From an optimization exercise on the open Yosys and OpenROAD flow, aimed at small area, a short achievable clock period and few clock cycles per item; shortcuts taken in it are not production practice.
Only simulation tests tie the RTL to the original design; equivalence was not proved.
Power figures rest on the tool's default switching activity, not on a simulated workload.

### flow/run.sh
#!/bin/bash
# synth_recipe.tcl (not shown) runs the flow's synth.tcl, then flattens the netlist and writes it again
# the make line also repeats each setting of config.mk as NAME=value (left out here)
make -C /OpenROAD-flow-scripts/flow DESIGN_CONFIG=/design/flow/config.mk WORK_HOME=/design/flow/orfs CLKGATE_MAP_FILE= SYNTH_SCRIPT=/design/flow/synth_recipe.tcl finish
### flow/config.mk
export PLATFORM = sky130hd
export DESIGN_NAME = fb_draw
export DESIGN_NICKNAME = fb_draw
export VERILOG_FILES = /design/flow/design.v
export SDC_FILE = /design/flow/constraint.sdc
export NUM_CORES = 4
export LEC_CHECK = 0
export CAP_MARGIN = 70
export CORE_MARGIN = 2
export CORE_UTILIZATION = 30
export GPL_TIMING_DRIVEN = 1
export PLACE_DENSITY = 0.6
export SLEW_MARGIN = 70
### flow/constraint.sdc
create_clock -name core_clock -period 15.0 [get_ports {clk}]
set_input_delay 3.0000 -clock core_clock [delete_from_list [all_inputs] [get_ports {clk}]]
set_output_delay 3.0000 -clock core_clock [all_outputs]
set_load 0.01 [all_outputs]
### flow/design.v
module fb_draw (
    input  wire        clk,
    input  wire        rst,         
    input  wire        cmd_valid,
    output wire        cmd_ready,
    input  wire [2:0]  cmd_op,      
    input  wire [15:0] cmd_x,       
    input  wire [15:0] cmd_y,       
    input  wire [15:0] cmd_len,     
    input  wire [15:0] cmd_h,       
    input  wire [7:0]  cmd_c,       
    input  wire        dat_valid,
    output wire        dat_ready,
    input  wire [7:0]  dat_byte,
    output wire        px_valid,
    input  wire        px_ready,
    output wire [7:0]  px_x,
    output wire [6:0]  px_y,
    output wire [7:0]  px_c,
    output wire        ack          
);
    localparam OP_CLEAR  = 3'd0;
    localparam OP_PIXEL  = 3'd1;
    localparam OP_HLINE  = 3'd2;
    localparam OP_VLINE  = 3'd3;
    localparam OP_CIRCLE = 3'd4;
    localparam OP_BLIT   = 3'd5;
    function [17:0] fadd;
        input [17:0] a, b;
        input        ci;
        reg   [17:0] g, p, gg, pp;
        reg   [18:0] c;
        integer i, k;
        begin
            g = a & b;
            p = a ^ b;
            gg = g;
            pp = p;
            for (k = 1; k < 18; k = k * 2)
                for (i = 0; i < 18; i = i + 1)
                    if ((i / k) % 2 == 1) begin
                        gg[i] = gg[i] | (pp[i] & gg[(i / k) * k - 1]);
                        pp[i] = pp[i] & pp[(i / k) * k - 1];
                    end
            c[0] = ci;
            for (i = 0; i < 18; i = i + 1)
                c[i + 1] = gg[i] | (pp[i] & ci);
            fadd = p ^ c[17:0];
        end
    endfunction
    function [15:0] finc;
        input [15:0] a;
        integer i;
        begin
            for (i = 0; i < 16; i = i + 1)
                finc[i] = a[i] ^ (&(a | ~((16'd1 << i) - 16'd1)));
        end
    endfunction
    function [15:0] fdec;
        input [15:0] a;
        integer i;
        begin
            for (i = 0; i < 16; i = i + 1)
                fdec[i] = a[i] ^ ~(|(a & ((16'd1 << i) - 16'd1)));
        end
    endfunction
    reg rdy;           
    reg ackr;          
    reg busy;          
    reg m_setup;       
    reg m_scan;        
    reg m_circ;        
    reg isblit;        
    reg g;             
    reg first;         
    reg cinit;         
    reg dneg;          
    reg [3:0] emask;   
    reg       e_none;  
    reg       e_one;   
    reg [7:0] ex1, ex2;    
    reg [6:0] ey1, ey2;    
    reg signed [15:0] ox, oy;      
    reg [15:0] cx, cy;             
    reg signed [17:0] dd;          
    reg signed [17:0] ff;          
    reg [16:0] ee;                 
    reg [7:0] pc;
    reg       dr;
    reg       sv;
    reg [7:0] sb;
    assign cmd_ready = rdy;
    assign ack       = ackr;
    assign px_valid  = !e_none;
    assign px_c      = pc;
    assign dat_ready = dr;
    wire acc = rdy & cmd_valid;
    function hzero;   
        input [10:0] a, b;
        input        ci;
        hzero = ((a ^ b) == {(a[9:0] | b[9:0]), ci});
    endfunction
    wire [8:0] xs1 = {1'b0, ox[7:0]} + {1'b0, cx[7:0]};
    wire [8:0] xs2 = {1'b0, ox[7:0]} + {1'b0, ~cx[7:0]} + 9'd1;
    wire [10:0] xh  = {{3{ox[15]}}, ox[15:8]};
    wire hx1 = hzero(xh, {3'b000, cx[15:8]}, xs1[8]);
    wire hx2 = hzero(xh, {3'b111, ~cx[15:8]}, xs2[8]);
    wire [7:0] ys1 = {1'b0, oy[6:0]} + {1'b0, cy[6:0]};
    wire [7:0] ys2 = {1'b0, oy[6:0]} + {1'b0, ~cy[6:0]} + 8'd1;
    wire [10:0] yh  = {{2{oy[15]}}, oy[15:7]};
    wire hy1 = hzero(yh, {2'b00, cy[15:7]}, ys1[7]);
    wire hy2 = hzero(yh, {2'b11, ~cy[15:7]}, ys2[7]);
    wire [7:0] P1 = xs1[7:0], P2 = xs2[7:0];
    wire [6:0] Q1 = ys1[6:0], Q2 = ys2[6:0];
    function lx;   
        input [7:0] v;
        lx = !(v[7] && (v[6] || v[5]));
    endfunction
    wire vx1 = hx1 & lx(P1), vx2 = hx2 & lx(P2), vy1 = hy1, vy2 = hy2;
    wire [3:0] vis = {vx1 & vy2, vx2 & vy2, vx2 & vy1, vx1 & vy1};
    wire [3:0] dup  = first ? (g ? 4'b0110 : 4'b1100) : 4'b0000;
    wire [3:0] gvis = vis & ~dup;               
    wire [3:0] erest = emask & (emask - 4'd1);   
    function [1:0] eflags;   
        input [3:0] m;
        eflags = {m == 4'd0, (m & (m - 4'd1)) == 4'd0};
    endfunction
    wire [1:0] sidx  = emask[0] ? 2'd0 : emask[1] ? 2'd1 : emask[2] ? 2'd2 : 2'd3;
    wire [7:0] selx  = (sidx == 2'd1 || sidx == 2'd2) ? ex2 : ex1;
    wire [6:0] sely  = sidx[1] ? ey2 : ey1;
    assign px_x = selx;
    assign px_y = sely;
    wire       ld    = e_none | (px_ready & e_one);
    wire        c_live = m_circ & (cinit | ff[17] | (ff[16:3] == 14'd0 && !(ff[2] && ff[1])));   
    wire [15:0] cx1    = finc(cx);
    wire [15:0] cy1    = finc(cy);
    wire [15:0] cym1   = fdec(cy);
    wire [17:0] dop    = dneg ? {1'b0, ee} : ff;           
    wire [17:0] dd_n   = fadd(dd, dop, 1'b0);
    wire [17:0] ff_n   = ff + {15'd0, cinit | !dneg, cinit | dneg, 1'b0};
    wire [17:0] base = dd;
    wire [17:0] lsum = dd_n;                                       
    wire [7:0]  lim  = g ? 8'd128 : 8'd160;
    wire        oth  = g ? (ox[15:8] == 8'd0 && lx(ox[7:0])) : (oy[15:7] == 9'd0);
    wire        b_lo = base[17];
    wire        b_hi = !b_lo && (base[16:0] >= {9'd0, lim});
    wire        e_hi = !lsum[17] && (lsum[16:0] > {9'd0, lim});
    wire        e_gt = !lsum[17] && (lsum != 18'd0);              
    wire        l_ne = oth & !b_hi & e_gt & (ff[15:0] != 16'd0);   
    wire [7:0]  l_s  = b_lo ? 8'd0 : base[7:0];
    wire [7:0]  l_e  = e_hi ? lim : lsum[7:0];
    wire take    = dr & dat_valid;
    wire have    = !isblit | sv | take;
    wire [7:0] byte_in = sv ? sb : dat_byte;
    wire row_end = (cx1 == dd[15:0]);
    wire blk_end = (cy1 == ff[15:0]);
    wire more  = m_setup | m_scan | c_live;
    wire ack_n = busy & !more & ld;
    always @(posedge clk) begin
        if (rst) begin
            rdy     <= 1'b1;
            ackr    <= 1'b0;
            busy    <= 1'b0;
            m_setup <= 1'b0;
            m_scan  <= 1'b0;
            m_circ  <= 1'b0;
            emask   <= 4'd0;
            {e_none, e_one} <= 2'b11;
                        sv      <= 1'b0;
            dr      <= 1'b0;
        end else begin
            ackr <= ack_n;
            rdy  <= acc ? 1'b0 : (ack_n | !busy);
            if (ack_n) begin
                busy   <= 1'b0;
                m_circ <= 1'b0;
            end
            if (acc) begin
                busy    <= 1'b1;
                                sv      <= 1'b0;
                ox      <= (cmd_op == OP_CLEAR) ? 16'sd0 : cmd_x;
                oy      <= (cmd_op == OP_CLEAR) ? 16'sd0 : cmd_y;
                cx      <= (cmd_op == OP_CIRCLE) ? cmd_len : 16'd0;
                cy      <= 16'd0;
                dd      <= (cmd_op == OP_CIRCLE) ? ~{2'b00, cmd_len} :
                           (cmd_op == OP_CLEAR) ? 18'sd160 :
                           (cmd_op == OP_BLIT) ? {2'b00, cmd_len} :
                           (cmd_op == OP_VLINE) ? {{2{cmd_y[15]}}, cmd_y} : {{2{cmd_x[15]}}, cmd_x};
                ff      <= (cmd_op == OP_CIRCLE) ? {1'b1, ~cmd_len, 1'b1} :      
                           (cmd_op == OP_CLEAR) ? 18'sd128 :
                           (cmd_op == OP_BLIT) ? {2'b00, cmd_h} :
                           (cmd_op == OP_PIXEL) ? 18'd1 : {2'b00, cmd_len};
                pc      <= (cmd_op == OP_CLEAR) ? 8'd0 : cmd_c;
                g       <= (cmd_op == OP_VLINE);
                first   <= 1'b1;
                cinit   <= 1'b1;
                ee      <= 17'd3;
                dneg    <= (cmd_op == OP_CIRCLE) && (cmd_len[15:1] != 15'd0);    
                emask   <= 4'd0;
            {e_none, e_one} <= 2'b11;
                isblit  <= (cmd_op == OP_BLIT);
                m_setup <= (cmd_op == OP_PIXEL) || (cmd_op == OP_HLINE) || (cmd_op == OP_VLINE);
                m_circ  <= (cmd_op == OP_CIRCLE);
                m_scan  <= (cmd_op == OP_CLEAR) ||
                           ((cmd_op == OP_BLIT) && (cmd_len != 16'd0) && (cmd_h != 16'd0));
                dr      <= (cmd_op == OP_BLIT) && (cmd_len != 16'd0) && (cmd_h != 16'd0);
            end else if (m_setup) begin
                m_setup <= 1'b0;
                m_scan  <= l_ne;
                g       <= 1'b0;
                if (g) begin
                    oy <= 16'sd0;
                    cx <= 16'd0;
                    cy <= {8'd0, l_s};
                    dd <= 18'sd1;
                    ff <= {10'd0, l_e};
                end else begin
                    ox <= 16'sd0;
                    cx <= {8'd0, l_s};
                    cy <= 16'd0;
                    dd <= {10'd0, l_e};
                    ff <= 18'sd1;
                end
            end else if (m_circ) begin
                if (cinit) begin
                    cinit <= 1'b0;
                    ff    <= ff_n;                      
                end
                if (px_ready) begin
                    emask <= erest;
                    {e_none, e_one} <= eflags(erest);
                end
                if (c_live && (ld || gvis == 4'd0)) begin
                    if (ld) begin
                        emask <= gvis;
                        {e_none, e_one} <= eflags(gvis);
                        ex1   <= P1[7:0];
                        ex2   <= P2[7:0];
                        ey1   <= Q1[6:0];
                        ey2   <= Q2[6:0];
                    end
                    g <= !g;
                    if (!g) begin                       
                        cx <= cy;
                        cy <= cx;
                    end else begin                      
                        first <= 1'b0;
                        cx    <= dneg ? cy : cym1;
                        cy    <= cx1;
                        dd    <= dd_n;
                        ee    <= ee + 17'd2;
                        dneg  <= dd_n[17] & ~(&dd_n[16:1]);    
                        ff    <= ff_n;
                    end
                end
            end else if (m_scan) begin
                if (ld && have) begin
                    emask <= {3'b000, vis[0]};
                    {e_none, e_one} <= {!vis[0], 1'b1};
                    ex1   <= P1;
                    ey1   <= Q1;
                    if (isblit) pc <= byte_in;
                    sv  <= 1'b0;
                    if (row_end) begin
                        cx <= 16'd0;
                        cy <= cy1;
                    end else begin
                        cx <= cx1;
                    end
                    if (row_end && blk_end) begin
                        m_scan <= 1'b0;
                        dr     <= 1'b0;
                    end else begin
                        dr     <= isblit;
                    end
                end else begin
                    if (px_ready) begin
                        emask <= 4'd0;
                        {e_none, e_one} <= 2'b11;
                    end
                    if (take) begin    
                        sb <= dat_byte;
                        sv <= 1'b1;
                        dr <= 1'b0;
                    end
                end
            end else if (px_ready) begin
                emask <= 4'd0;
                {e_none, e_one} <= 2'b11;
            end
        end
    end
endmodule
==> results of run 1 <==
==> path summary, 6_finish.rpt <==
path | from | end | slack [ns] | cells past startpoint
worst max-delay path | dneg$_DFFE_PP_ | dneg$_DFFE_PP_ | 9.32 | 18
worst min-delay path | emask[3]$_SDFFE_PP0N_ | emask[3]$_SDFFE_PP0N_ | 0.51 | 2
worst max register to register | dneg$_DFFE_PP_ | dneg$_DFFE_PP_ | 9.32 | 18
worst min register to register | emask[3]$_SDFFE_PP0N_ | emask[3]$_SDFFE_PP0N_ | 0.51 | 2
==> power groups by stage <==
stage	Clock (mW)	Sequential, mW	Combinational, mW
after floorplan	0	0.622	0.278
after global placement	0	0.644	0.397
after detailed placement	0	0.643	0.418
after CTS	0.471	0.632	0.421
after global routing	0.489	0.634	0.469
final	0.464	0.632	0.432
==> final cells by class <==
type                    instances  share of cell area (%)
multi-input cells            1248                    51.5
flip-flops and latches        181                    30.1
repair buffers                160                    8.23
well taps                     664                    4.71
clock buffers                  21                    2.92
inverters                     100                    2.13
clock inverters                11                   0.490
==> Yosys cell counts (all sizes together), types with 19 or more instances <==
cell type,count
mux2i,40
nor3,37
xnor2,96
nor2,136
nor2b,19
o21ai,92
nand2,134
buf,20
a21oi,80
edfxtp,167
nand4,26
a22oi,21
a211oi,19
and2,39
nor4,31
clkbuf,68
nand2b,21
xor2,50
mux2,29
ha,96
nand3,48
inv,100
==> worst register-to-register path, delay by kind of cell, from the launching register on <==
family,cells,cell delay (ns)
AND/OR/NAND/NOR,7,1.54
AO/OA/AOI/OAI,5,1.38
adder cells (fa/ha/maj),2,0.94
buffers and inverters,3,0.74
flip-flops,1,0.48
multiplexers,1,0.36
==> kinds of logic after synthesis <==
| family | Yosys count |
|---|---|
| XOR/XNOR | 146 |
| adder cells (fa/ha/maj) | 106 |
| multiplexers | 69 |
| AND/OR/NAND/NOR | 555 |
| flip-flops | 181 |
| AO/OA/AOI/OAI | 372 |
| buffers and inverters | 188 |
==> stage by stage <==
step / util [%] / cell area (um2) / total power, mW / setup slack (ns)
floorplan: - / 14700 / 0.900 / 8.73
global placement: 33.9 / 16500 / 1.04 / 9.13
detailed placement: 34.7 / 16900 / 1.06 / 9.14
CTS: 35.9 / 17500 / 1.52 / 9.42
global route: 36.2 / 17600 / 1.59 / 9.14
finish: 36.2 / 17600 / 1.53 / 9.32
==> metal layers <==
layer	routed length, um	up-vias	global-route usage (%)
li1	-	6066	-
met1	21800	6283	27.2
met2	23600	652	32.2
met3	5210	92	4.91
met4	1840	0	8.31
met5	0	-	0
==> registers in the layout, indices dropped and copies added, names as in the netlist, 4 cells and up <==
name and flops:
ex2 8, ex1 8, ox 16, ff 18, dd 18, cx 16
ey2 7, sb 8, ey1 7, ee 16, emask 4, pc 8
cy 16, oy 16
==> results.yml, run 1 <==
synth:
  synthArstFlopShare_pct: 0
  yosys-mux-area-fraction_pct: 4.94
  synthSimpleGateAreaFrac_pct: 18.9
  avgSynthCellArea_um2: 9.11
  synth_top_area_share_pct: 34.0
  ys_types: 87
  ys_ff_latch: 181
  synth_top_family_by_area: "simple AND/OR/NAND/NOR gates"
  yosysWarningCount: 1
  synth_area_leaders: "edfxtp_1, ha_1, xnor2_1"
  synth_nets: 1811
  synthAdderAreaFrac_pct: 9.51
  synth_compound_area_share_pct: 17.2
  yosysSeqAreaShare_pct: 36.0
  synth.largest_area_cell: "edfxtp_1"
  synth_ff_type: "edfxtp_1"
  synth_edf_count: 167
  synthesis.area_mm2: 0.0147
  synthCells: 1617
  synthXorXnorAreaFrac_pct: 8.68
setup_path:
  slowest_delay_ns: 0.57
  crit_type: "flip-flop to flip-flop"
  cpLargestDelayFamily: "simple AND/OR/NAND/NOR gates"
  critPathArrivalTime_ns: 5.89
  cp_data_required_time_ns: 15.21
  endpoint_kind: "flip-flop"
  cpMostUsedCell: "buf_2"
  timing.critical_path.buf_inv: 3
  crit_chain: "buf_2 > buf_2 > buf_2 > mux2_2 > ha_1 > and3_1 > a221o_1 > a21o_1 > a31oi_4 > o22ai_1 > nor2_1 > fa_1 > nor4_1 > nand4_1 > nor2_1 > and3_1 > nand4b_1 > a22o_1"
  critPathSlowestCell: "fa_1"
  crit_fanout: 7
  crit_path_start_kind: "flip-flop"
clocking:
  cts_setup_buffers: 0
  clock_latency_ns: 0.47
  cts_max_path_buffers: 2
  path_clk_slew_ns: 0.07
  cts_buffers: 17
  cts-resized-gates: 0
  cts.sinks: 181
  cts_tree: "done"
  postCtsHoldBufs: 0
  cts.htree.levels: 4
  cts-root-buf: "clkbuf_16"
timing:
  rsz0062_at_grt: "false"
  setup_viol: 0
  tns_ns: 0
  holdWs_ns: 0.513
  period_share_pct: 37.9
  report.final.slew_viol_count: 0
  clock.fmax_mhz: 176
  post-route-min-period_ns: 5.68
  tightest_slew_ns: 0.454
  fin_skew_ns: 0.0166
  final_hold_viol_count: 0
  maxSlewHeadroom_pct: 69.6
pwr:
  combPwrFrac_pct: 28.3
  switchingPower_mw: 0.512
  clkPwrFrac_pct: 30.4
  cellPowerDensity_mw_per_mm2: 86.7
  internal-power_mw: 1.02
  seqPwrFrac_pct: 41.3
  switching_share_pct: 33.5
  leakage_nw: 6.40
  ir_worst_vdd_v: 0.0000737
drt:
  drcViolationCount: 0
  dr_total_vias: 13100
  avgViaCountPerCell: 5.49
  dr.pass1.iters: 5
  totalWireLength_um: 52400
  drtIter0Drc: 1395
  drtAntennaViolNets: 0
  wl_per_cell_um: 22.0
floorplanning:
  pin_count: 115
  core_mm2: 0.0487
  dieHeight_um: 226
  die_area_mm2: 0.0509
  rows: 81
  initial_core_util_pct: 30.2
  fp.dieW_um: 226
final_layout:
  final_common_cell: "edfxtp_1"
  final_cell_mix: "edfxtp_1, nand2_1, nor2_1, clkdlybuf4s50_1, inv_1"
  areaGrowthSynthToFinish_pct: 19.7
  fin_nets: 1902
  regArea_mm2: 0.00530
  instances_no_fill: 2385
  diodes: 0
  multi_input_area_mm2: 0.00907
  drive_gt1_share_pct: 10.9
  fillers: 4894
global_route:
  grt_overflow: 0
  grt_max_degree: 55
  grt_pass1_wl_um: 78100
  grtUsageTotal_pct: 20.6
  antenna_found_initial: 2
  grt_pass1_vias: 12600
status:
  status: "timing/DRC/antenna clean"
worst_hold_path:
  hold_class: "flip-flop to flip-flop"
place:
  dp_hpwl_um: 41600
  port_buffers: 114
  place_congestion: 0.963
  dp_cells: 2348
job:
  maxCapViolations: 0
Testbench counts, summed over its fixed seeds: cycles 119,715, items 2,400.
==> inputs of run 2 (changes only) <==
==> flow/flow/run.sh (new file) <==
#!/bin/bash
# Standard layout flow, with timing repair aimed at a setup slack of 11 ns.
bash standard.sh SETUP_SLACK_MARGIN=11 finish > standard.log 2>&1
==> flow/standard.sh (new file) <==
#!/bin/bash
# synth_recipe.tcl (not shown) runs the flow's synth.tcl, then flattens the netlist and writes it again
# the make line also repeats each setting of config.mk as NAME=value (left out here)
make -C /OpenROAD-flow-scripts/flow DESIGN_CONFIG=/design/flow/config.mk WORK_HOME=/design/flow/orfs CLKGATE_MAP_FILE= SYNTH_SCRIPT=/design/flow/synth_recipe.tcl "${@:-finish}"
removed: flow/run.sh
==> run 2 against run 1 <==
Still clean on timing, DRC and antenna. Hold slack improved by 0.011 ns. Routed wire length grew 15%. Cell area is 16% higher. Global-route usage is 2.7 points higher. Core utilization grew 5.9 points. Die area unchanged. Final cell count up 7.2%. Total power up 9.8%. Sequential power is essentially flat. First-iteration DRC count rose by 11%. Clock skew hardly changed. Critical path type is now flip-flop to primary output. Critical endpoint is now px_x[0]. Largest power group unchanged.
==> results.yml, run 2 <==
status:
  status: "timing/DRC/antenna clean"
floorplanning:
  die_area_mm2: 0.0509
  dieHeight_um: 226
  pin_count: 115
  fp.dieW_um: 226
  rows: 81
  initial_core_util_pct: 30.2
  core_mm2: 0.0487
clocking:
  cts_max_path_buffers: 2
  cts.sinks: 181
  path_clk_slew_ns: 0.07
  cts_tree: "done"
  cts.htree.levels: 4
  cts_buffers: 17
  clock_latency_ns: 0.47
  cts-root-buf: "clkbuf_16"
synth:
  yosysSeqAreaShare_pct: 36.0
  synth_ff_type: "edfxtp_1"
  synthXorXnorAreaFrac_pct: 8.68
  synthSimpleGateAreaFrac_pct: 18.9
  ys_types: 87
  synthesis.area_mm2: 0.0147
  synth_most_common_cell: "edfxtp_1"
  yosysWarningCount: 1
  synthCells: 1617
  yosys-mux-area-fraction_pct: 4.94
  synth_area_leaders: "edfxtp_1, ha_1, xnor2_1"
  avgSynthCellArea_um2: 9.11
  synth_compound_area_share_pct: 17.2
  ys_ff_latch: 181
  synthAdderAreaFrac_pct: 9.51
  synth_top_family_by_area: "simple AND/OR/NAND/NOR gates"
  synth_nets: 1811
  synth.largest_area_cell: "edfxtp_1"
  synth_edf_count: 167
  synth_common_cells: "edfxtp_1, nor2_1, nand2_1"
  synthArstFlopShare_pct: 0
  synth_top_area_share_pct: 34.0
drt:
  drtAntennaViolNets: 0
  avgViaCountPerCell: 5.67
  dr_total_vias: 14500
  wl_per_cell_um: 23.5
  totalWireLength_um: 60100
  drtIter0Drc: 1553
  dr.pass1.iters: 5
  drcViolationCount: 0
timing:
  clock.fmax_mhz: 218
  rsz0062_at_grt: "true"
  report.final.slew_viol_count: 0
  post-route-min-period_ns: 4.58
  maxSlewHeadroom_pct: 65.3
  tns_ns: 0
  tightest_slew_ns: 0.521
  finalWorstSetupSlack_ns: 10.42
  period_share_pct: 30.6
  final_hold_viol_count: 0
  holdWs_ns: 0.524
  setup_viol: 0
  fin_skew_ns: 0.0170
setup_path:
  crit_type: "flip-flop to primary output"
  crit_path_start_kind: "flip-flop"
  cp_data_required_time_ns: 12.00
  endpoint_kind: "primary output"
  critPathArrivalTime_ns: 1.58
  slowest_delay_ns: 0.36
  crit_fanout: 8
  crit_chain: "o21ai_4 > buf_12 > mux2_4 > buf_6"
  critPathSlowestCell: "dfxtp_4"
job:
  maxCapViolations: 0
global_route:
  grt_pass1_vias: 14100
  grt_overflow: 0
  grt_pass1_wl_um: 88100
  grt_max_degree: 55
  antenna_found_initial: 0
  grtUsageTotal_pct: 23.3
pwr:
  internal-power_mw: 1.11
  clkPwrFrac_pct: 29.0
  switchingPower_mw: 0.567
  switching_share_pct: 33.8
  leakage_nw: 7.86
  ir_worst_vdd_v: 0.0000615
  power_mw: 1.68
  cellPowerDensity_mw_per_mm2: 81.9
  seqPwrFrac_pct: 37.6
  combPwrFrac_pct: 33.5
final_layout:
  diodes: 0
  instances_no_fill: 2557
  final_core_utilization_pct: 42.0
  fin_nets: 2074
  fin_area_mm2: 0.0205
  final_common_cell: "edfxtp_1"
  drive_gt1_share_pct: 27.7
  reg_top3: "dd: 18 flops, ff: 18 flops"
  final_cell_mix: "edfxtp_1, buf_4, nand2_1, nor2_1, inv_1"
  areaGrowthSynthToFinish_pct: 39.1
place:
  dp_cells: 2356
  pre_cts_ws_ns: 9.42
  dp_hpwl_um: 42500
  port_buffers: 114
  place_congestion: 0.967
  placed_area_mm2: 0.0173
worst_hold_path:
  hold_class: "flip-flop to flip-flop"
==> run 2: cell counts after synthesis <==
No cell type changed its count.
==> run 2: layout make-up <==
| cell class | count | area (um2) |
|---|---|---|
| fillers | 4719 | 28300 |
| multi-input cells | 1253 | 10100 |
| flip-flops and latches | 181 | 5320 |
| repair buffers | 325 | 3180 |
| well taps | 664 | 831 |
| clock buffers | 20 | 457 |
| inverters | 100 | 402 |
| clock inverters | 12 | 154 |
| repair inverters | 2 | 17.5 |
==> run 2: path summary, 6_finish.rpt <==
kind	from	endpoint	slack (ns)	cells past startpoint
worst max-delay path	emask[2]$_SDFFE_PP0N_	px_x[0]	10.42	4
worst max register to register	dneg$_DFFE_PP_	dneg$_DFFE_PP_	10.62	20
worst min-delay path	emask[3]$_SDFFE_PP0N_	emask[3]$_SDFFE_PP0N_	0.52	2
worst min register to register	emask[3]$_SDFFE_PP0N_	emask[3]$_SDFFE_PP0N_	0.52	2
==> run 2: kinds of logic (layout without fill, tap and decap cells) <==
kind of cell             after synthesis  count (layout)
AO/OA/AOI/OAI                        372             372
XOR/XNOR                             146             146
adder cells (fa/ha/maj)              106             106
buffers and inverters                188             459
flip-flops                           181             181
multiplexers                          69              69
AND/OR/NAND/NOR                      555             560
==> run 2: power by group through the flow <==
| stage | clock [mW] | sequential (mW) | combinational (mW) |
|---|---|---|---|
| global placement | 0 | 0.647 | 0.407 |
| finish | 0.486 | 0.630 | 0.562 |
| CTS | 0.491 | 0.629 | 0.513 |
| floorplan | 0 | 0.622 | 0.302 |
| detailed placement | 0 | 0.643 | 0.436 |
| global route | 0.505 | 0.631 | 0.599 |
==> run 2: repair_timing <==
action / 4_1_cts / 5_1_grt
hold buffers: 0 / 0
pin swaps: 75 / 71
setup buffers: 96 / 56
gates cloned: 12 / 2
endpoints found under the setup margin: 324 / 179
resized for setup: 362 / 113
==> run 2: worst max-delay path, delay by kind of cell (launching register included) <==
family | cells | cell delay [ns]
AO/OA/AOI/OAI | 1 | 0.16
buffers and inverters | 2 | 0.27
flip-flops | 1 | 0.36
multiplexers | 1 | 0.31
==> run 2: routing by layer <==
layer	part of all wire [%]	GRT usage (%)
met1	41	30.5
met2	46	37.6
met3	8.4	3.36
met4	5.2	11.2
met5	0	0

[afterwards: timing with drivers on the ports]
In the flow no input, the clock included, has a driving cell. The finished layouts below were timed again as built, in two steps.
Step 1 sets driving cells, clkbuf_16 on the clock port and buf_2 on the other inputs (assumed; they add their load-dependent delay and slew).
Step 2, shift: input delay + t, output delay - t, t = (earliest + latest rising clock arrival at the registers) / 2. This alone moves slack from input paths to output paths.
Slacks: no drivers / after step 1 / after step 2; pairs: no drivers / after step 1.
run | t, ns | slack for setup (ns) | hold slack, ns | worst setup path at the end | worst slew at a driven data input, ns
run 1 | 0.511 | 9.322 / 9.322 / 9.049 | 0.513 / 0.513 / 0.513 | input to register | 0.06
run 2 | 0.520 | 10.416 / 10.362 / 10.239 | 0.524 / 0.524 / 0.524 | input to register | 0.09
After both steps setup and hold are still met in every run listed. For run 1, which loses most, drivers alone change the setup slack by 0.000 ns; drivers and shift together by -0.273 ns.
